What follows belongs to an exercise in optimizing a design on an open flow for small area, a short achievable clock period and few clock cycles; a production flow would make more cautious choices. Only simulation tests tie the RTL to the original design; equivalence was not proved. Power is estimated from default activity; no workload was simulated.

[flow/run.sh]
#!/bin/bash
# synth_recipe.tcl (not shown) runs the flow's synth.tcl, then flattens the netlist and writes it again
# the make line also repeats each setting of config.mk as NAME=value (left out here)
make -C /OpenROAD-flow-scripts/flow DESIGN_CONFIG=/design/flow/config.mk WORK_HOME=/design/flow/orfs CLKGATE_MAP_FILE= SYNTH_SCRIPT=/design/flow/synth_recipe.tcl finish
[flow/config.mk]
export PLATFORM = sky130hd
export DESIGN_NAME = qfb
export DESIGN_NICKNAME = qfb
export VERILOG_FILES = /design/flow/design.v
export SDC_FILE = /design/flow/constraint.sdc
export NUM_CORES = 4
export LEC_CHECK = 0
export CAP_MARGIN = 20
export CORE_MARGIN = 2
export CORE_UTILIZATION = 25
export PLACE_DENSITY = 0.35
export SLEW_MARGIN = 20
export SYNTH_MEMORY_MAX_BITS = 16384
[flow/constraint.sdc]
create_clock -name core_clock -period 10.0 [get_ports {clk}]
set_input_delay 2.0000 -clock core_clock [delete_from_list [all_inputs] [get_ports {clk}]]
set_output_delay 2.0000 -clock core_clock [all_outputs]
set_load 0.01 [all_outputs]
[flow/design.v]
module qfb (
    input             clk,
    input             rst,
    input             req_valid,
    output            req_ready,
    input             req_write,
    input      [7:0]  req_addr,
    input      [31:0] req_wdata,
    output reg        rsp_valid,
    output reg [31:0] rsp_data,
    output reg        out_valid,
    input             out_ready,
    output reg [2:0]  out_kind,
    output reg [47:0] out_data
);
    localparam [3:0] R_OK = 4'h0, R_MISMATCH = 4'h1, R_OPCODE = 4'h2, R_STATE = 4'h3,
                     R_BUSY = 4'h4, R_CONFIG = 4'h5, R_RANGE = 4'h6, R_LENGTH = 4'h7,
                     R_CAPACITY = 4'h8, R_ACCESS = 4'h9;
    localparam [1:0] M_IDLE = 2'd0, M_TX = 2'd1, M_RX = 2'd2;
    localparam [2:0] K_DATA = 3'd0, K_TX_FRAME = 3'd1, K_TX_DONE = 3'd2, K_RX_ACCEPT = 3'd3,
                     K_RX_CRC_FAIL = 3'd4, K_RX_SEQ_REJECT = 3'd5, K_RX_LEN_REJECT = 3'd6,
                     K_RX_END = 3'd7;
    localparam [1:0] E_BULK = 2'd0, E_ENC = 2'd1, E_DEC = 2'd2;
    localparam [3:0] S_IDLE  = 4'd0,
                     S_ENG   = 4'd1,    
                     S_EWR0  = 4'd2,    
                     S_EWR1  = 4'd3,    
                     S_EWAIT = 4'd4,    
                     S_DV    = 4'd5,    
                     S_TE    = 4'd6,    
                     S_TF    = 4'd7,    
                     S_TD    = 4'd8,    
                     S_RV    = 4'd9,    
                     S_RE    = 4'd10;   
    reg  [1:0]  mode;
    reg  [3:0]  result;
    reg         len_over;
    reg  [15:0] frame_size;
    reg         allow_skip;
    reg         seq_mode;
    reg  [15:0] crc;
    reg  [15:0] bptr;
    reg  [7:0]  buf_data;
    reg  [15:0] tx_index;
    reg  [15:0] tx_length;
    reg  [31:0] tx_total;
    reg  [31:0] tx_remain;
    reg  [15:0] rx_index;
    reg  [15:0] rx_length;
    reg  [15:0] rx_stored;
    reg  [15:0] rx_calc;
    reg  [15:0] expected;
    reg  [7:0]  fcount;        
    reg         phase;
    reg  [3:0]  state;
    reg  [3:0]  ns;            
    reg         nov;           
    reg         rdy;
    reg  [7:0]  ra;            
    reg  [15:0] acc;           
    reg  [1:0]  eop;           
    reg         rv;            
    reg  [31:0] rdata;
    reg  [5:0]  tag;           
    reg  [8:0]  rem;           
    reg         first;         
    reg  [1:0]  bs;            
    reg  [15:0] chk_idx;
    reg  [15:0] chk_len;
    reg  [7:0]  stlo;
    reg  [7:0]  sthi;
    reg         tx_last;
    reg         rxp;           
    reg  [7:0]  rxpos;         
    reg         admit_q;
    reg         lenbad_q;
    reg  [5:0]  wr_word;
    reg  [3:0]  wr_mask;
    reg  [31:0] wr_data;
    reg  [31:0] fbw [0:63];
    always @(posedge clk) begin
        if (wr_mask[0]) fbw[wr_word][7:0]   <= wr_data[7:0];
        if (wr_mask[1]) fbw[wr_word][15:8]  <= wr_data[15:8];
        if (wr_mask[2]) fbw[wr_word][23:16] <= wr_data[23:16];
        if (wr_mask[3]) fbw[wr_word][31:24] <= wr_data[31:24];
    end
    wire [31:0] rword = fbw[ra[7:2]];
    reg  [7:0]  rbyte;
    always @(*) begin
        case (ra[1:0])
            2'd0: rbyte = rword[7:0];
            2'd1: rbyte = rword[15:8];
            2'd2: rbyte = rword[23:16];
            default: rbyte = rword[31:24];
        endcase
    end
    assign req_ready = rdy;
    function [15:0] crc_step;
        input [15:0] c;
        input [7:0]  b;
        integer i;
        reg [15:0] x;
        begin
            x = c ^ {b, 8'h00};
            for (i = 0; i < 8; i = i + 1)
                x = x[15] ? ((x << 1) ^ 16'h1021) : (x << 1);
            crc_step = x;
        end
    endfunction
    function [7:0] lane;
        input [31:0] w;
        input [1:0]  l;
        begin
            case (l)
                2'd0: lane = w[7:0];
                2'd1: lane = w[15:8];
                2'd2: lane = w[23:16];
                default: lane = w[31:24];
            endcase
        end
    endfunction
    wire [8:0]  fs9      = frame_size[8:0];
    wire [8:0]  pcap9    = fs9 - 9'd6;                        
    wire [7:0]  p4       = fs9[7:0] - 8'd2;                   
    wire [7:0]  p5       = fs9[7:0] - 8'd1;                   
    wire [15:0] pcap     = frame_size - 16'd6;
    wire        fs_ok    = (frame_size >= 16'd7) && (frame_size <= 16'd256);
    wire [7:0]  op       = req_wdata[7:0];
    wire [7:0]  opb      = req_wdata[15:8];
    wire [15:0] oph      = req_wdata[31:16];
    wire        fmt_n_ok = (req_wdata[31:8] == 24'd0);
    wire        fmt_b_ok = (req_wdata[31:16] == 16'd0);
    wire        fmt_h_ok = (req_wdata[15:8] == 8'd0);
    wire        bptr_hi  = (bptr > 16'd256);
    wire [8:0]  bulk_lim = 9'd256 - bptr[8:0];
    wire        bulk_bad = bptr_hi || (oph[15:9] != 7'd0) || (oph[8:0] > bulk_lim);
    wire [8:0]  fc1      = {1'b0, fcount} + 9'd1;
    wire [31:0] tx_rem1  = tx_remain - 32'd1;
    wire        tx_end   = (tx_remain == 32'd1);
    wire        tx_fend  = ({7'd0, fc1} == pcap) || tx_end;
    wire        rx_fend  = (fc1 == fs9);
    wire        idle     = (mode == M_IDLE);
    wire        adv      = !out_valid || out_ready;
    wire        acc_req  = req_valid && rdy;
    wire [7:0]  tx_wpos  = fcount + 8'd4;
    reg [31:0] rd_val;
    always @(*) begin
        rd_val = 32'd0;
        case (req_addr)
            8'h04: rd_val = {25'd0, len_over, mode, result};
            8'h08: rd_val = {14'd0, seq_mode, allow_skip, frame_size};
            8'h0C: rd_val = {16'd0, crc};
            8'h10: rd_val = {16'd0, bptr};
            8'h14: rd_val = {24'd0, buf_data};
            8'h18: rd_val = {16'd0, tx_index};
            8'h1C: rd_val = {16'd0, tx_length};
            8'h20: rd_val = tx_total;
            8'h24: rd_val = tx_remain;
            8'h28: rd_val = {16'd0, rx_index};
            8'h2C: rd_val = {16'd0, rx_length};
            8'h30: rd_val = {rx_calc, rx_stored};
            8'h34: rd_val = {16'd0, expected};
            8'h38: rd_val = {15'd0, phase, 8'd0, fcount};
            default: rd_val = 32'd0;
        endcase
    end
    wire        eng_enc  = (eop == E_ENC);
    wire [8:0]  enc_lim  = 9'd4 + {1'b0, tx_length[7:0]};
    reg  [31:0] edat;
    integer l;
    always @(*) begin
        for (l = 0; l < 4; l = l + 1) begin
            if (eng_enc && tag == 6'd0)
                edat[8*l +: 8] = lane({tx_length, tx_index}, l[1:0]);
            else if (eng_enc && ({1'b0, tag, l[1:0]} >= enc_lim))
                edat[8*l +: 8] = 8'd0;
            else
                edat[8*l +: 8] = rdata[8*l +: 8];
        end
    end
    wire [1:0]  es    = first ? bs : 2'd0;
    wire [2:0]  avail = 3'd4 - {1'b0, es};
    wire [2:0]  en    = (rem < {6'd0, avail}) ? rem[2:0] : avail;
    wire [31:0] esh   = edat >> {es, 3'b000};
    wire [15:0] ec1   = crc_step(acc, esh[7:0]);
    wire [15:0] ec2   = crc_step(ec1, esh[15:8]);
    wire [15:0] ec3   = crc_step(ec2, esh[23:16]);
    wire [15:0] ec4   = crc_step(ec3, esh[31:24]);
    reg  [15:0] eacc;
    always @(*) begin
        case (en)
            3'd0: eacc = acc;
            3'd1: eacc = ec1;
            3'd2: eacc = ec2;
            3'd3: eacc = ec3;
            default: eacc = ec4;
        endcase
    end
    wire        e_last = (eop == E_DEC) ? (tag == p5[7:2]) : ({6'd0, avail} >= rem);
    wire [8:0]  tx_lim = 9'd4 + {1'b0, tx_length[7:0]};
    wire [15:0] accn   = crc_step(acc, out_data[7:0]);
    wire        te_hdr = (ra < 8'd4);
    wire        te_pay = !te_hdr && ({1'b0, ra} < tx_lim);
    reg  [7:0]  te_byte;
    always @(*) begin
        if (te_hdr)
            te_byte = lane({tx_length, tx_index}, ra[1:0]);
        else if (te_pay)
            te_byte = rbyte;
        else if (ra < p4)
            te_byte = 8'd0;
        else if (ra == p4)
            te_byte = accn[7:0];
        else
            te_byte = acc[15:8];
    end
    wire [15:0] rx_st  = {wr_data[7:0], stlo};
    wire        rx_ok  = (acc == rx_st);
    wire [15:0] rxb_acc = crc_step((rxpos == 8'd0) ? 16'hFFFF : acc, wr_data[7:0]);
    always @(posedge clk) begin
        ns  = state;
        nov = out_valid && !out_ready;
        if (rst) begin
            mode       <= M_IDLE;
            result     <= R_OK;
            len_over   <= 1'b0;
            frame_size <= 16'd1024;
            allow_skip <= 1'b0;
            seq_mode   <= 1'b0;
            crc        <= 16'hFFFF;
            bptr       <= 16'd0;
            buf_data   <= 8'd0;
            tx_index   <= 16'd0;
            tx_length  <= 16'd0;
            tx_total   <= 32'd0;
            tx_remain  <= 32'd0;
            rx_index   <= 16'd0;
            rx_length  <= 16'd0;
            rx_stored  <= 16'd0;
            rx_calc    <= 16'd0;
            expected   <= 16'd0;
            fcount     <= 8'd0;
            phase      <= 1'b0;
            state      <= S_IDLE;
            rdy        <= 1'b1;
            ra         <= 8'd0;
            rv         <= 1'b0;
            rxp        <= 1'b0;
            wr_mask    <= 4'd0;
            rsp_valid  <= 1'b0;
            out_valid  <= 1'b0;
        end else begin
            rsp_valid <= 1'b0;
            rsp_data  <= rd_val;
            wr_mask   <= 4'd0;
            rxp       <= 1'b0;
            admit_q   <= allow_skip ? (chk_idx >= expected) : (chk_idx == expected);
            lenbad_q  <= (chk_len > pcap);
            if (rxp) begin
                if (rxpos < p4)
                    acc <= rxb_acc;
                case (rxpos)
                    8'd0: chk_idx[7:0]  <= wr_data[7:0];
                    8'd1: chk_idx[15:8] <= wr_data[7:0];
                    8'd2: chk_len[7:0]  <= wr_data[7:0];
                    8'd3: chk_len[15:8] <= wr_data[7:0];
                    default: ;
                endcase
                if (rxpos == p4)
                    stlo <= wr_data[7:0];
            end
            case (state)
            S_IDLE: if (acc_req) begin
                if (!req_write) begin
                    rsp_valid <= 1'b1;
                end else if (req_addr != 8'h00) begin
                    if (req_addr != 8'h08 && req_addr != 8'h0C && req_addr != 8'h10 &&
                        req_addr != 8'h18 && req_addr != 8'h1C && req_addr != 8'h20)
                        result <= R_ACCESS;
                    else if (!idle)
                        result <= R_BUSY;
                    else case (req_addr)
                        8'h08: begin
                            frame_size <= req_wdata[15:0];
                            allow_skip <= req_wdata[16];
                            seq_mode   <= req_wdata[17];
                        end
                        8'h0C: crc       <= req_wdata[15:0];
                        8'h10: begin bptr <= req_wdata[15:0]; ra <= req_wdata[7:0]; end
                        8'h18: tx_index  <= req_wdata[15:0];
                        8'h1C: tx_length <= req_wdata[15:0];
                        default: tx_total <= req_wdata;
                    endcase
                end else begin
                    case (op)
                    8'h00: result <= fmt_n_ok ? R_OK : R_OPCODE;                   
                    8'h10: begin                                                    
                        if (!fmt_n_ok)   result <= R_OPCODE;
                        else if (!idle)  result <= R_BUSY;
                        else begin crc <= 16'hFFFF; result <= R_OK; end
                    end
                    8'h11: begin                                                    
                        if (!fmt_b_ok)   result <= R_OPCODE;
                        else if (!idle)  result <= R_BUSY;
                        else begin crc <= crc_step(crc, opb); result <= R_OK; end
                    end
                    8'h12: begin                                                    
                        if (!fmt_h_ok)   result <= R_OPCODE;
                        else if (!idle)  result <= R_BUSY;
                        else if (bulk_bad) result <= R_RANGE;
                        else begin
                            result <= R_OK;
                            if (oph == 16'd0)
                                crc <= 16'hFFFF;
                            else begin
                                acc   <= 16'hFFFF;
                                eop   <= E_BULK;
                                rem   <= oph[8:0];
                                first <= 1'b1;
                                bs    <= bptr[1:0];
                                rv    <= 1'b0;
                                ns    = S_ENG;
                            end
                        end
                    end
                    8'h20: begin                                                    
                        if (!fmt_h_ok)   result <= R_OPCODE;
                        else if (!idle)  result <= R_BUSY;
                        else begin bptr <= oph; ra <= oph[7:0]; result <= R_OK; end
                    end
                    8'h21: begin                                                    
                        if (!fmt_b_ok)   result <= R_OPCODE;
                        else if (!idle)  result <= R_BUSY;
                        else if (bptr[15:8] != 8'd0) result <= R_RANGE;
                        else begin
                            wr_word <= bptr[7:2];
                            wr_mask <= 4'd1 << bptr[1:0];
                            wr_data <= {4{opb}};
                            bptr    <= bptr + 16'd1;
                            ra      <= ra + 8'd1;
                            result  <= R_OK;
                        end
                    end
                    8'h22: begin                                                    
                        if (!fmt_n_ok)   result <= R_OPCODE;
                        else if (!idle)  result <= R_BUSY;
                        else if (bptr[15:8] != 8'd0) result <= R_RANGE;
                        else begin
                            buf_data <= rbyte;
                            bptr     <= bptr + 16'd1;
                            ra       <= ra + 8'd1;
                            result   <= R_OK;
                        end
                    end
                    8'h30: begin                                                    
                        if (!fmt_n_ok)   result <= R_OPCODE;
                        else if (!idle)  result <= R_BUSY;
                        else if (!fs_ok) result <= R_CONFIG;
                        else if (tx_length > pcap) result <= R_LENGTH;
                        else begin
                            result <= R_OK;
                            acc    <= 16'hFFFF;
                            eop    <= E_ENC;
                            rem    <= {1'b0, p4};
                            first  <= 1'b1;
                            bs     <= 2'd0;
                            rv     <= 1'b0;
                            ra     <= 8'd0;
                            ns     = S_ENG;
                        end
                    end
                    8'h31: begin                                                    
                        if (!fmt_n_ok)   result <= R_OPCODE;
                        else if (!idle)  result <= R_BUSY;
                        else if (!fs_ok) result <= R_CONFIG;
                        else begin
                            acc    <= 16'hFFFF;
                            eop    <= E_DEC;
                            rem    <= {1'b0, p4};
                            first  <= 1'b1;
                            bs     <= 2'd0;
                            rv     <= 1'b0;
                            ra     <= 8'd0;
                            ns     = S_ENG;
                        end
                    end
                    8'h40: begin                                                    
                        if (!fmt_n_ok)   result <= R_OPCODE;
                        else if (!idle)  result <= R_BUSY;
                        else if (!fs_ok) result <= R_CONFIG;
                        else if (tx_total > {pcap, 16'd0}) result <= R_CAPACITY;
                        else begin
                            result    <= R_OK;
                            tx_index  <= 16'd0;
                            tx_remain <= tx_total;
                            fcount    <= 8'd0;
                            phase     <= 1'b0;
                            if (tx_total == 32'd0) begin
                                nov      = 1'b1;
                                out_kind <= K_TX_DONE;
                                out_data <= 48'd0;
                            end else
                                mode <= M_TX;
                        end
                    end
                    8'h41: begin                                                    
                        if (!fmt_b_ok)           result <= R_OPCODE;
                        else if (mode == M_IDLE) result <= R_STATE;
                        else if (mode == M_RX)   result <= R_BUSY;
                        else begin
                            result    <= R_OK;
                            fcount    <= fc1[7:0];
                            tx_remain <= tx_rem1;
                            wr_word   <= tx_wpos[7:2];
                            wr_mask   <= 4'd1 << tx_wpos[1:0];
                            wr_data   <= {4{opb}};
                            if (tx_fend) begin
                                tx_length <= {7'd0, fc1};
                                tx_last   <= tx_end;
                                acc       <= 16'hFFFF;
                                ra        <= 8'd0;
                                ns        = S_TE;
                            end
                        end
                    end
                    8'h50: begin                                                    
                        if (!fmt_n_ok)   result <= R_OPCODE;
                        else if (!idle)  result <= R_BUSY;
                        else if (!fs_ok) result <= R_CONFIG;
                        else begin
                            result   <= R_OK;
                            expected <= 16'd0;
                            fcount   <= 8'd0;
                            phase    <= 1'b0;
                            mode     <= M_RX;
                        end
                    end
                    8'h51: begin                                                    
                        if (!fmt_b_ok)           result <= R_OPCODE;
                        else if (mode == M_IDLE) result <= R_STATE;
                        else if (mode == M_TX)   result <= R_BUSY;
                        else begin
                            result <= R_OK;
                            if (phase)
                                phase <= 1'b0;
                            else begin
                                wr_word <= fcount[7:2];
                                wr_mask <= 4'd1 << fcount[1:0];
                                wr_data <= {4{opb}};
                                rxp     <= 1'b1;
                                rxpos   <= fcount;
                                if (rx_fend) begin
                                    fcount <= 8'd0;
                                    phase  <= 1'b1;
                                    ra     <= 8'd4;
                                    ns     = S_RV;
                                end else
                                    fcount <= fc1[7:0];
                            end
                        end
                    end
                    8'h52: begin                                                    
                        if (!fmt_n_ok)           result <= R_OPCODE;
                        else if (mode == M_IDLE) result <= R_STATE;
                        else if (mode == M_TX)   result <= R_BUSY;
                        else begin
                            result   <= R_OK;
                            nov      = 1'b1;
                            out_kind <= K_RX_END;
                            out_data <= {40'd0, phase ? 8'd0 : fcount};
                            mode     <= M_IDLE;
                            fcount   <= 8'd0;
                            phase    <= 1'b0;
                        end
                    end
                    8'h60: begin                                                    
                        if (!fmt_n_ok) result <= R_OPCODE;
                        else begin
                            result <= R_OK;
                            mode   <= M_IDLE;
                            fcount <= 8'd0;
                            phase  <= 1'b0;
                        end
                    end
                    default: result <= R_OPCODE;
                    endcase
                end
            end
            S_ENG: begin
                rdata <= rword;
                tag   <= ra[7:2];
                rv    <= 1'b1;
                ra    <= ra + 8'd4;
                if (rv) begin
                    acc   <= eacc;
                    rem   <= rem - {6'd0, en};
                    first <= 1'b0;
                    if (eng_enc) begin
                        wr_word <= tag;
                        wr_mask <= (en == 3'd4) ? 4'b1111 : (en == 3'd3) ? 4'b0111 :
                                   (en == 3'd2) ? 4'b0011 : (en == 3'd1) ? 4'b0001 : 4'b0000;
                        wr_data <= edat;
                    end
                    if (eop == E_DEC) begin
                        if (tag == 6'd0) begin
                            chk_idx <= rdata[15:0];
                            chk_len <= rdata[31:16];
                        end
                        if (tag == p4[7:2]) stlo <= lane(rdata, p4[1:0]);
                        if (tag == p5[7:2]) sthi <= lane(rdata, p5[1:0]);
                    end
                    if (e_last) begin
                        rv <= 1'b0;
                        case (eop)
                            E_BULK: begin
                                crc <= eacc;
                                ra  <= bptr[7:0];
                                ns  = S_IDLE;
                            end
                            E_ENC:   ns = S_EWR0;
                            default: ns = S_DV;
                        endcase
                    end
                end
            end
            S_EWR0: begin
                wr_word <= p4[7:2];
                wr_mask <= 4'd1 << p4[1:0];
                wr_data <= {4{acc[7:0]}};
                ns = S_EWR1;
            end
            S_EWR1: begin
                wr_word <= p5[7:2];
                wr_mask <= 4'd1 << p5[1:0];
                wr_data <= {4{acc[15:8]}};
                crc     <= acc;
                ns = S_EWAIT;
            end
            S_EWAIT: begin
                ra <= bptr[7:0];
                ns = S_IDLE;
            end
            S_DV: begin
                rx_stored <= {sthi, stlo};
                rx_calc   <= acc;
                crc       <= acc;
                len_over  <= (acc == {sthi, stlo}) && (chk_len > pcap);
                if (acc == {sthi, stlo}) begin
                    rx_index  <= chk_idx;
                    rx_length <= chk_len;
                end
                result <= (acc == {sthi, stlo}) ? R_OK : R_MISMATCH;
                ra <= bptr[7:0];
                ns = S_IDLE;
            end
            S_TE: if (adv) begin
                nov      = 1'b1;
                out_kind <= K_DATA;
                out_data <= {40'd0, te_byte};
                if (ra != 8'd0 && ra <= p4)
                    acc <= accn;
                if (!te_pay) begin
                    wr_word <= ra[7:2];
                    wr_mask <= 4'd1 << ra[1:0];
                    wr_data <= {4{te_byte}};
                end
                ra <= ra + 8'd1;
                if (ra == p5) begin
                    crc <= acc;
                    ns  = S_TF;
                end
            end
            S_TF: if (adv) begin
                nov      = 1'b1;
                out_kind <= K_TX_FRAME;
                out_data <= {16'd0, tx_length, tx_index};
                tx_index <= tx_index + 16'd1;
                fcount   <= 8'd0;
                if (tx_last)
                    ns = S_TD;
                else begin
                    ra <= bptr[7:0];
                    ns = S_IDLE;
                end
            end
            S_TD: if (adv) begin
                nov      = 1'b1;
                out_kind <= K_TX_DONE;
                out_data <= {31'd0, tx_index == 16'd0, tx_index};
                mode     <= M_IDLE;
                ra       <= bptr[7:0];
                ns       = S_IDLE;
            end
            S_RV: begin
                rx_stored <= rx_st;
                rx_calc   <= acc;
                crc       <= acc;
                len_over  <= rx_ok && lenbad_q;
                if (rx_ok) begin
                    rx_index  <= chk_idx;
                    rx_length <= chk_len;
                end
                nov = 1'b1;
                ns  = S_IDLE;
                if (!rx_ok) begin
                    out_kind <= K_RX_CRC_FAIL;
                    out_data <= {acc, rx_st, chk_idx};
                end else if (!admit_q) begin
                    out_kind <= K_RX_SEQ_REJECT;
                    out_data <= {16'd0, expected, chk_idx};
                end else if (lenbad_q) begin
                    out_kind <= K_RX_LEN_REJECT;
                    out_data <= {16'd0, chk_len, chk_idx};
                end else begin
                    expected <= seq_mode ? chk_idx + 16'd1 : chk_idx;
                    if (chk_len == 16'd0) begin
                        out_kind <= K_RX_ACCEPT;
                        out_data <= {16'd0, chk_len, chk_idx};
                    end else begin
                        out_kind <= K_DATA;
                        out_data <= {40'd0, rbyte};
                        ns = S_RE;
                    end
                end
                if (ns == S_IDLE)
                    ra <= bptr[7:0];
                else
                    ra <= ra + 8'd1;
            end
            S_RE: if (adv) begin
                nov = 1'b1;
                if ({1'b0, ra} == 9'd4 + {1'b0, chk_len[7:0]}) begin
                    out_kind <= K_RX_ACCEPT;
                    out_data <= {16'd0, chk_len, chk_idx};
                    ra <= bptr[7:0];
                    ns = S_IDLE;
                end else begin
                    out_kind <= K_DATA;
                    out_data <= {40'd0, rbyte};
                    ra <= ra + 8'd1;
                end
            end
            default: ns = S_IDLE;
            endcase
            state     <= ns;
            out_valid <= nov;
            rdy       <= (ns == S_IDLE) && !nov;
        end
    end
endmodule
==> flow_summary.toml <==
[run_status]
run_status = "no timing/DRC/antenna violations"

[drt]
post_drt_wl_per_cell_um = 34.7
detail-route-antenna-nets = 0
detail_route.vias_per_cell = 5.14
drtIter0Drc = 8681
drc_errors = 0
dr_total_vias = 73900
routed_wirelength_mm = 498
detailedRoute.firstPassIterationCount = 9

[placement]
post-dp-hpwl_mm = 344
routabilityCongestion = 0.931
placed_cell_area_sq_um = 126000
dpl_worst_slack_ns = 2.91
io_buffer_count = 130

[clocking]
clockBufferDepth = 4
cts_root_buffer = "sky130_fd_sc_hd__clkbuf_16"
clock_transition_at_path_regs_ns = 0.06
ctsHoldBuffers = 0
cts_htree_levels = 5
cts_tree = "yes"
cts.sinks = 2573
post_cts_resized = 0
cts_inserted_buffers = 311
clock_insertion_delay_worst_skew_ns = 0.97
postCtsSetupBuffers = 0

[critical_path]
timing.reg2reg.worst_path_depth = 20
max_stage_delay_ns = 0.68
r2r_start = "tx_length[2]"
cp_cell_sequence = "ha_1 -> inv_1 -> ha_1 -> a21o_1 -> a21oi_1 -> o21ai_0 -> and4_1 -> a211oi_2 -> a221oi_1 -> or4_1 -> xor2_2 -> xnor3_1 -> xnor2_2 -> xor3_1 -> xnor3_1 -> xnor2_2 -> xnor2_1 -> o221ai_1 -> o2111ai_1 -> o21a_1"
timing.critical_path.required_ns = 10.67
worst-setup-path-type = "flip-flop to flip-flop"
worst-endpoint-arrival_ns = 7.94
crit_slowest_cell = "sky130_fd_sc_hd__a211oi_2"
timing.critical_path.fanout_max = 9
crit_path_start_kind = "flip-flop"
critical_path.endpoint_type = "flip-flop"
worst_r2r_endpoint = "acc[15]"
timing.reg2reg.setup_slack_ns = 2.73

[sta]
hold_violations = 0
setup_repair_after_global_routing_missed_its_margin = "no"
finalCritPeriodShare_pct = 72.7
setup-tns-final_ns = 0
clock_skew_ns = 0.0768
post-route-min-period_ns = 7.27
finalWorstSetupSlack_ns = 2.73
maxClockFrequency_mhz = 138
fin_worst_hold_slack_ns = 0.454
setup_violating_endpoint_count_in_the_final_report = 0
final_slew_viol_count = 0
timing.slew.headroom_pct = 18.8
worstMarginPinSlew_ns = 1.19

[min_path]
min_path_type = "flip-flop to flip-flop"
hold-path-cell-count = 2
hp-start = "rx_calc[0]"
worstHoldEndpoint = "rx_calc[0]"

[power]
maximum_vdd_drop_uv = 135
cellPowerDensity_nw_per_um2 = 176
leakage_nw = 42.2

[cells_and_area]
total_non_filler_cell_area_in_the_finished_layout_sq_um = 136000
area_growth_pct = 17.1
share_of_cells_above_drive_strength_1_pct = 19.5
mostFrequentLayoutCells = "sky130_fd_sc_hd__edfxtp_1 (2296), sky130_fd_sc_hd__mux4_2 (671), sky130_fd_sc_hd__nand2_1 (560)"
number_of_nets_in_the_finished_design = 8062
fillers = 46400
mostFrequentLayoutCell = "sky130_fd_sc_hd__edfxtp_1"

[floorplanning]
die_height_um = 687
fp.dieW_um = 687
ioPinCount = 131
effective_utilization_at_floorplan_pct = 25.1
floorplan.core_area_sq_um = 464000
floorplan.die_area_sq_um = 471000
number_of_rows_created_at_floorplan = 250

[logic_synthesis]
mappedNetlistNets = 7873
synth_area_sq_um = 116000
synth_async_sr_flop_share_pct = 0
synth_edf_count = 2296
post_synth_num_cell_types = 103
syn_avg_cell_area_sq_um = 15.1
synth_sequential_area_ratio_pct = 64.0
postSynth.topFlopCell = "sky130_fd_sc_hd__edfxtp_1"
ys_warn_count = 1
synth-seq-cells = 2573
synthesized_netlist_cell_count = 7691

[global_routing]
groute.usage.overall_pct = 20.6
grt_antenna_before_repair = 99
wire_length_of_the_first_global_routing_pass_mm = 670
grt_max_degree = 103
grt_overflow = 0
vias_in_the_first_global_route = 73100

[flow_run]
max_cap_violations = 0
area by class of cell:
class,instances,area (sq um),share of cell area [%]
inverter,110,415,0.304
clock inverter,165,1800,1.32
tap,6174,7720,5.66
clock buffer,401,8260,6.05
multi-input combinational,4469,39900,29.3
sequential,2573,74500,54.6
timing repair buffer,415,3640,2.67
antenna,62,155,0.114
sequential cells by signal, summed over array words and instances (netlist names), 32 cells and up, named ones only:
name and cells:
fbw 2048, wr_data 32, rsp_data 32, out_data 48, tx_remain 32, rdata 32
tx_total 32
through the flow:
stage	utilization (%)	cells	power [W]
finish	29.4	14400	0.0239
CTS	29.4	14300	0.0242
global placement	27.2	13700	0.0128
floorplan	-	7691	0.0125
detailed placement	27.2	13700	0.0128
global route	29.4	14300	0.0247
synth_stat cells, types with 21 or more instances:
master	count	share of area [%]
sky130_fd_sc_hd__a211oi_1	86	0.55
sky130_fd_sc_hd__xor2_1	101	0.76
sky130_fd_sc_hd__xnor2_1	219	1.6
sky130_fd_sc_hd__mux2i_1	117	1.0
sky130_fd_sc_hd__nand2_1	561	1.8
sky130_fd_sc_hd__o211ai_1	35	0.23
sky130_fd_sc_hd__clkbuf_1	426	1.4
sky130_fd_sc_hd__or3_1	39	0.21
sky130_fd_sc_hd__mux4_2	671	13
sky130_fd_sc_hd__a21oi_1	317	1.4
sky130_fd_sc_hd__nand3_1	118	0.51
sky130_fd_sc_hd__o21ai_0	257	1.1
sky130_fd_sc_hd__inv_1	107	0.34
sky130_fd_sc_hd__dfxtp_1	277	4.8
sky130_fd_sc_hd__nor2_1	486	1.6
sky130_fd_sc_hd__ha_1	136	1.5
sky130_fd_sc_hd__a221oi_1	65	0.49
sky130_fd_sc_hd__a22o_1	45	0.34
sky130_fd_sc_hd__nor4_1	53	0.28
sky130_fd_sc_hd__a21o_1	22	0.14
sky130_fd_sc_hd__nand2b_1	40	0.21
sky130_fd_sc_hd__nor2b_1	39	0.21
sky130_fd_sc_hd__nor3_1	121	0.52
sky130_fd_sc_hd__a222oi_1	92	0.79
sky130_fd_sc_hd__nand4_1	50	0.27
sky130_fd_sc_hd__a31oi_1	35	0.19
sky130_fd_sc_hd__a22oi_1	92	0.59
sky130_fd_sc_hd__and2_1	295	1.6
sky130_fd_sc_hd__buf_1	93	0.30
sky130_fd_sc_hd__o21a_1	26	0.17
sky130_fd_sc_hd__a311oi_1	21	0.16
sky130_fd_sc_hd__edfxtp_1	2296	59
sky130_fd_sc_hd__o22ai_1	28	0.15
sky130_fd_sc_hd__and3_1	35	0.19
how the worst max path moves through the flow:
stage          cells after the start     endpoint  slack (ns)           from
6_report                          20      acc[15]        2.73   tx_length[2]
5_1_grt                           20      acc[15]        2.50   tx_length[3]
4_1_cts                           20      acc[15]        2.82   tx_length[3]
3_5_place_dp                      20      acc[15]        2.91   tx_length[3]
3_3_place_gp                      19      acc[12]        2.86  req_wdata[17]
2_1_floorplan                     10  out_data[0]        0.43   req_wdata[2]
layer usage:
metal	vias up	wire [um]	global-route usage (%)
li1	30800	-	-
met1	39100	209000	27.6
met2	3135	234000	33.6
met3	822	30300	2.58
met4	14	24900	9.22
met5	-	80	0
report_power, final:
part           internal (W)  switching (W)  leakage, nW  total [W]
combinational      0.000403       0.000580         14.4   0.000983
sequential           0.0116      0.0000411         22.9     0.0116
clock               0.00653        0.00483         4.89     0.0114
worst max-delay path, delay by kind of cell, from the launching register on:
| kind | cells | cell delay (ns) |
|---|---|---|
| xor gates and xnor gates | 7 | 2.62 |
| AOI/OAI and AO/OA | 8 | 2.30 |
| and+or+nand+nor | 2 | 0.92 |
| adders and majority gates | 2 | 0.55 |
| DFF | 1 | 0.52 |
| buffers and inverters | 1 | 0.08 |
cell families after synthesis:
kind of cell	Yosys count	share of synthesized area, %
AO/OA/AOI/OAI	1261	7.40
XOR/XNOR	354	3.02
adder cells (fa/ha/maj)	143	1.53
buffers and inverters	649	2.13
flip-flops	2573	64.0
multiplexers	802	14.1
AND/OR/NAND/NOR	1909	7.85
Testbench counts, summed over its fixed seeds: cycles 158,299.

==> what the ideal ports hide <==
The results above use ideal ports. As a check the final layout listed here was re-extracted and re-timed, cells and wires unchanged.
Step 1 assumes that a clkbuf_16 drives the clock port and a buf_2 every other input.
Step 2 times the ports against the registers' clock, not the clock port: input delays grow and output delays shrink by t, the midpoint of the rising clock arrivals with the driver on.
a / b / c = no drivers / after step 1 / after step 2; a / b = the first two.
t, ns: 1.036
setup WS [ns]: 2.727 / 2.727 / 2.727
worst setup path at the end: register to register
worst register clock-pin slew, ns: 0.07 / 0.07
After both steps this run still meets setup and hold. The setup slack of this run moves by 0.000 ns with the drivers and by 0.000 ns with both steps.
